Context: an optimization exercise on an open-source flow, tuned for small area. The choices shown serve that exercise and are no tape-out recipe.
The RTL was checked by simulation tests, not by an equivalence proof against the original design.

==> flow/design.v <==
module pinode_rx #(
    parameter MAX_SLOTS = 256
) (
    input  wire        clk,
    input  wire        rst,
    input  wire        start,
    input  wire        start_thumb,
    input  wire        stream_fail,
    output wire        busy,
    output wire        done,
    output wire [1:0]  result,
    output wire [1:0]  err,
    input  wire        rx_valid,
    input  wire [7:0]  rx_data,
    input  wire        rx_timeout,
    output wire        rx_ready,
    output wire        tx_valid,
    output reg  [7:0]  tx_data,
    input  wire        tx_ready,
    output reg         pl_valid,
    output reg  [7:0]  pl_data,
    output reg         ev_valid,
    output reg  [3:0]  ev_status,     
    output reg  [13:0] ev_index
);
    localparam ST_IDLE    = 5'b00000;
    localparam ST_AWAIT   = 5'b00001;    
    localparam ST_CLR     = 5'b00010;    
    localparam ST_COLLECT = 5'b00100;
    localparam ST_RSCAN   = 5'b00101;    
    localparam ST_RREAD   = 5'b00110;    
    localparam ST_FINAL   = 5'b00111;    
    localparam ST_D_OK    = 5'b01000;
    localparam ST_D_NOINF = 5'b01001;
    localparam ST_D_INC   = 5'b01010;
    localparam ST_D_STRM  = 5'b01011;
    localparam ST_RCONV   = 5'b01101;    
    localparam TX_SV      = 5'b10000;    
    localparam TX_NL_A    = 5'b10001;    
    localparam TX_E       = 5'b10010;    
    localparam TX_NL_E    = 5'b10011;    
    localparam TX_R       = 5'b10100;    
    localparam TX_H       = 5'b10101;    
    localparam TX_T       = 5'b10110;    
    localparam TX_U       = 5'b10111;    
    localparam TX_NL_R    = 5'b11100;    
    localparam RS_STORED     = 4'd1;
    localparam RS_INFO_OK    = 4'd2;
    localparam RS_TIMEOUT    = 4'd3;
    localparam RS_MALFORMED  = 4'd4;
    localparam RS_TOO_SHORT  = 4'd5;
    localparam RS_BAD_INDEX  = 4'd6;
    localparam RS_BAD_CKSUM  = 4'd7;
    localparam RS_WRONG_KIND = 4'd8;
    localparam RS_OUT_RANGE  = 4'd9;
    reg [4:0]   st;
    reg [8:0]   exp_count;   
    reg [8:0]   cnt;         
    reg [7:0]   head;        
    reg         wr_pend;     
    reg [MAX_SLOTS-1:0] ring;
    reg [7:0]   grp;         
    reg         pend_zero;
    reg         borrow;      
    reg [2:0]   rec_cnt;     
    reg [7:0]   hold;
    reg         kind_ok;
    reg         bad_dig;
    reg [7:0]   crc;         
    reg         in_range;    
    reg [3:0]   k;           
    reg         z1, z2, z3;  
    reg [1:0]   c;           
    assign done   = (st[4:2] == 3'b010);
    assign busy   = (st != ST_IDLE) && !done;
    assign err    = st[1:0];
    assign result = (st[1:0] == 2'd0) ? 2'd1 : 2'd2;
    assign tx_valid = st[4];
    wire rd_active    = !ev_valid && ((st == ST_AWAIT) ||
                        (!wr_pend && ((st == ST_COLLECT && cnt != exp_count) ||
                                      (st == ST_RREAD))));
    wire read_pending = rd_active && (k == 4'd15);
    assign rx_ready = read_pending;
    wire start_take   = start && !busy;
    wire take_fail    = busy && stream_fail;
    wire take_timeout = read_pending && rx_timeout && !stream_fail;
    wire take_byte    = read_pending && rx_valid && !rx_timeout && !stream_fail;
    wire take_delim   = take_byte && (rx_data == 8'h00);
    wire take_data    = take_byte && (rx_data != 8'h00);
    wire rd_end       = take_timeout || take_delim;
    wire is_code   = (grp[7:1] == 7'd0);
    wire dec_valid = take_data && (!is_code || (grp[0] && pend_zero));
    wire [7:0] dec_byte = is_code ? 8'h00 : rx_data;
    wire malformed = (grp != 8'd1);
    wire too_short = (rec_cnt != 3'd6);
    wire cksum_ok  = (crc == 8'd0);
    always @(*) begin
        if (rec_cnt == 3'd7) ev_status = RS_TIMEOUT;
        else if (malformed) ev_status = RS_MALFORMED;
        else if (too_short) ev_status = RS_TOO_SHORT;
        else if (bad_dig)   ev_status = RS_BAD_INDEX;
        else if (!cksum_ok) ev_status = RS_BAD_CKSUM;
        else if (!kind_ok)  ev_status = RS_WRONG_KIND;
        else if (!in_range) ev_status = RS_OUT_RANGE;
        else if (st == ST_AWAIT) ev_status = RS_INFO_OK;
        else                ev_status = RS_STORED;
    end
    wire stored = ev_valid && (ev_status == RS_STORED);
    wire [7:0] target  = wr_pend ? ev_index[7:0] : cnt[7:0];
    wire       at_tgt  = (head == target);
    wire       set_now = wr_pend && at_tgt;
    wire       clr     = !st[2];
    wire       cur_bit = ring[MAX_SLOTS-1];
    always @(posedge clk) begin
        ring <= {ring[MAX_SLOTS-2:0], (cur_bit && !clr) || set_now};
        head <= start_take ? 8'd0 : {head[6:0], head[7] ^ head[5] ^ head[4] ^ head[3] ^ (head[6:0] == 7'd0)};
    end
    wire [3:0]  du = ev_index[3:0], dt = ev_index[7:4];
    wire [3:0]  dd_u = {du[3] | (du[2] & (du[1] | du[0])),
                        (du[2] & ~du[1] & ~du[0]) | (du[3] & ~du[1] & du[0]),
                        (~du[2] & du[1]) | (du[1] & du[0]) | (du[3] & ~du[0]),
                        (~du[3] & ~du[2] & du[0]) | (du[2] & du[1] & ~du[0]) | (du[3] & ~du[0])};
    wire [3:0]  dd_t = {dt[3] | (dt[2] & (dt[1] | dt[0])),
                        (dt[2] & ~dt[1] & ~dt[0]) | (dt[3] & ~dt[1] & dt[0]),
                        (~dt[2] & dt[1]) | (dt[1] & dt[0]) | (dt[3] & ~dt[0]),
                        (~dt[3] & ~dt[2] & dt[0]) | (dt[2] & dt[1] & ~dt[0]) | (dt[3] & ~dt[0])};
    wire        dd_bit = cnt[~k[2:0]];
    always @(*) begin
        case (st)
            TX_SV:   tx_data = exp_count[0] ? 8'h56 : 8'h53;
            TX_E:    tx_data = 8'h45;
            TX_R:    tx_data = 8'h52;
            TX_H:    tx_data = {6'b001100, ev_index[9:8]};
            TX_T:    tx_data = {4'h3, ev_index[7:4]};
            TX_U:    tx_data = {4'h3, ev_index[3:0]};
            default: tx_data = 8'h0A;
        endcase
    end
    wire       dig_byte  = (rec_cnt >= 3'd2) && (rec_cnt <= 3'd5);
    wire       first_dig = (rec_cnt == 3'd2);
    wire [3:0] k_last    = dig_byte ? 4'd13 : 4'd7;
    wire       dig_step  = dig_byte && (k != 4'd15);
    wire       crc_step  = !k[3];
    wire       crc_fb    = crc[7] ^ hold[~k[2:0]];
    wire       dig_bit   = (k[3:2] == 2'b00) && hold[k[1:0]];
    wire [2:0] ssum      = z1 + z3 + dig_bit + c;
    wire       lim_bit   = (st == ST_AWAIT) ? (k == 4'd0 || k == 4'd8)
                                            : (k <= 4'd8 && exp_count[k]);
    always @(posedge clk) begin
        if (take_data && is_code) begin
            grp       <= rx_data;
            pend_zero <= (rx_data != 8'hFF);
        end
        if (take_data) borrow <= !is_code; else if (crc_step) borrow <= borrow && !grp[0];
        if (crc_step)
            grp <= {grp[0] ^ borrow, grp[7:1]};
        if (dec_valid) begin
            hold <= dec_byte;
            case (rec_cnt)
                3'd0: kind_ok <= (st == ST_AWAIT) ? (dec_byte == 8'd0)
                                                  : (dec_byte == 8'd1 || dec_byte == 8'd2);
                3'd1: bad_dig <= (dec_byte > 8'd9);
                3'd2, 3'd3, 3'd4: bad_dig <= bad_dig || (dec_byte > 8'd9);
                default: ;
            endcase
            if (rec_cnt != 3'd6)
                rec_cnt <= rec_cnt + 3'd1;
        end
        k  <= (dec_valid || st == ST_RSCAN) ? 4'd0 :
              (k == k_last || k == 4'd15 || (!rd_active && st != ST_RCONV)) ? 4'd15 : k + 4'd1;
        z1 <= dig_step && !first_dig && ev_index[0];
        z2 <= dig_step && z1;
        z3 <= dig_step && z2;
        c  <= dig_step ? ssum[2:1] : 2'd0;
        if (dig_step)
            ev_index <= {ssum[0], ev_index[13:1]};
        if (dig_step && rec_cnt == 3'd5)
            in_range <= (!ssum[0] && lim_bit) || (!(ssum[0] ^ lim_bit) && in_range && k != 4'd0);
        if (crc_step)
            crc <= {crc[6:0], 1'b0} ^ (crc_fb ? 8'h07 : 8'h00);
        if (take_timeout)
            rec_cnt <= 3'd7;
        if (!rd_active) begin
            grp     <= 8'd0;
            rec_cnt <= 3'd0;
            crc     <= 8'd0;
        end
        pl_valid  <= dec_valid && (rec_cnt == 3'd6);
        pl_data   <= hold;
        if (st == ST_RCONV)
            ev_index[9:0] <= (k == 4'd0) ? {9'd0, dd_bit}
                                         : {ev_index[8], dd_t[3], dd_t[2:0], dd_u[3], dd_u[2:0], dd_bit};
    end
    always @(posedge clk) begin
        ev_valid <= 1'b0;
        if (rst) begin
            st <= ST_IDLE;
        end else begin
            ev_valid <= rd_end && !take_fail;
            if (set_now)
                wr_pend <= 1'b0;
            if (stored)
                wr_pend <= 1'b1;
            if (take_fail) begin
                st <= ST_D_STRM;
            end else begin
                case (st)
                    ST_IDLE, ST_D_OK, ST_D_NOINF, ST_D_INC, ST_D_STRM: begin
                        if (start) begin
                            exp_count <= {8'd0, start_thumb};
                            wr_pend   <= 1'b0;
                            st        <= TX_SV;
                        end
                    end
                    TX_SV:   if (tx_ready) st <= TX_NL_A;
                    TX_NL_A: if (tx_ready) st <= ST_AWAIT;
                    TX_E:    if (tx_ready) st <= TX_NL_E;
                    TX_NL_E: if (tx_ready) st <= ST_D_OK;
                    TX_R:    if (tx_ready) st <= (ev_index[9:8] != 2'd0) ? TX_H :
                                                 (ev_index[7:4] != 4'd0) ? TX_T : TX_U;
                    TX_H:    if (tx_ready) st <= TX_T;
                    TX_T:    if (tx_ready) st <= TX_U;
                    TX_U:    if (tx_ready) st <= TX_NL_R;
                    TX_NL_R: if (tx_ready) st <= ST_RREAD;
                    ST_AWAIT: begin
                        if (ev_valid) begin
                            if (ev_status == RS_INFO_OK) begin
                                exp_count <= ev_index[8:0];
                                st        <= ST_CLR;
                            end else begin
                                st <= ST_D_NOINF;
                            end
                        end
                    end
                    ST_CLR: begin
                        cnt <= 9'd0;
                        if (head == 8'h80)      
                            st <= ST_COLLECT;
                    end
                    ST_COLLECT: begin
                        if (ev_valid) begin
                            cnt <= cnt + 9'd1;
                        end else if (cnt == exp_count && !wr_pend) begin
                            cnt <= 9'd0;
                            st  <= ST_RSCAN;
                        end
                    end
                    ST_RSCAN: begin
                        if (!wr_pend) begin
                            if (cnt == exp_count) begin
                                cnt <= 9'd0;
                                st  <= ST_FINAL;
                            end else if (at_tgt) begin
                                if (cur_bit)
                                    cnt <= cnt + 9'd1;
                                else
                                    st <= ST_RCONV;
                            end
                        end
                    end
                    ST_RCONV: begin
                        if (k == 4'd7)
                            st <= TX_R;
                    end
                    ST_RREAD: begin
                        if (ev_valid) begin
                            cnt <= cnt + 9'd1;
                            st  <= ST_RSCAN;
                        end
                    end
                    ST_FINAL: begin
                        if (cnt == exp_count) begin
                            st <= TX_E;
                        end else if (at_tgt) begin
                            if (cur_bit)
                                cnt <= cnt + 9'd1;
                            else
                                st <= ST_D_INC;
                        end
                    end
                    default: st <= ST_IDLE;
                endcase
            end
        end
    end
endmodule
==> flow/config.mk <==
export PLATFORM = sky130hd
export DESIGN_NAME = pinode_rx
export DESIGN_NICKNAME = pinode_rx
export VERILOG_FILES = /design/flow/design.v
export SDC_FILE = /design/flow/constraint.sdc
export NUM_CORES = 4
export LEC_CHECK = 0
export CAP_MARGIN = 20
export CORE_MARGIN = 2
export CORE_UTILIZATION = 60
export SLEW_MARGIN = 20
==> flow/constraint.sdc <==
create_clock -name core_clock -period 10.0 [get_ports {clk}]
set_input_delay 2.0000 -clock core_clock [delete_from_list [all_inputs] [get_ports {clk}]]
set_output_delay 2.0000 -clock core_clock [all_outputs]
set_load 0.01 [all_outputs]
standard.sh (not shown) runs the stock make flow with config.mk's settings and CLKGATE_MAP_FILE= SYNTH_SCRIPT=/design/flow/synth_recipe.tcl, a recipe that flattens the netlist after the stock synthesis.
==> flow/flow/run.sh <==
#!/bin/bash
# Own flow: the standard layout (standard.sh) with three changes:
#  - synthesis maps the logic with an area-oriented ABC script
#    (flow/abc_area.script); registers are mapped exactly as in the
#    standard synthesis, since ABC only sees the combinational logic;
#  - port buffers use the smallest buffer;
#  - the clock tree uses buf_6 buffers in clusters of up to 18 flip-flops
#    and no dummy loads.
set -e
cp -r "$FLOW_HOME/scripts" ./scripts_local
cp flow/abc_area.script ./scripts_local/abc_speed.script
export SCRIPTS_DIR="$PWD/scripts_local"
export BUFFER_PORTS_ARGS="-buffer_cell sky130_fd_sc_hd__buf_1"
export CTS_ARGS="-sink_clustering_enable -repair_clock_nets -sink_clustering_size 18 -sink_clustering_max_diameter 60 -buf_list sky130_fd_sc_hd__buf_6 -dont_use_dummy_load"
bash standard.sh > standard.log 2>&1
==> flow/flow/abc_area.script <==
&get -n
&st
&syn2
&dch -f
&nf -R 1000 -p
&st
&syn2
&dch -f
&nf -R 1000 -p
&st
&syn2
&dch -f
&nf -R 1000 -p
&put
Then changed:
--- a/flow/design.v
+++ b/flow/design.v
@@ -149,11 +149,11 @@
     always @(posedge clk) begin
         if (take_data && is_code) begin
             grp       <= rx_data;
             pend_zero <= (rx_data != 8'hFF);
         end
-        if (take_data) borrow <= !is_code; else if (crc_step) borrow <= borrow && !grp[0];
+        borrow <= take_data ? !is_code : borrow && !grp[0];
         if (crc_step)
             grp <= {grp[0] ^ borrow, grp[7:1]};
         if (dec_valid) begin
             hold <= dec_byte;
             case (rec_cnt)
Effect:
- fmax climbs by 0.87%
- synthesized cell count climbs by 1.6%
- setup slack improves by 0.043 ns
- utilization drops by 0.27 points
- synthesized area hardly moves

-- afterwards: timing with drivers on the ports --
The results above use ideal ports. As a check the final layouts listed here were re-extracted and re-timed, cells and wires unchanged. Step 1 (the two cells are an assumption about what drives the block):
set clk [get_ports {clk}]
set_driving_cell -lib_cell sky130_fd_sc_hd__clkbuf_16 $clk
set_driving_cell -lib_cell sky130_fd_sc_hd__buf_2 [delete_from_list [all_inputs] $clk]
Step 2, shift: input delay + t, output delay - t, t = (earliest + latest rising clock arrival at the registers) / 2. This alone moves slack from input paths to output paths. a / b / c = no drivers / after step 1 / after step 2; a / b = the first two.
run | t, ns | setup slack, ns | hold slack, ns | latest minus earliest clock arrival (ns) | worst slew at a driven data input, ns
the first run | 0.515 | 5.025 / 4.985 / 5.500 | 0.258 / 0.258 / 0.258 | 0.066 / 0.066 | 0.03
the second run | 0.512 | 5.068 / 5.025 / 5.537 | 0.311 / 0.311 / 0.311 | 0.065 / 0.065 | 0.04
After both steps every run listed still meets setup and hold.
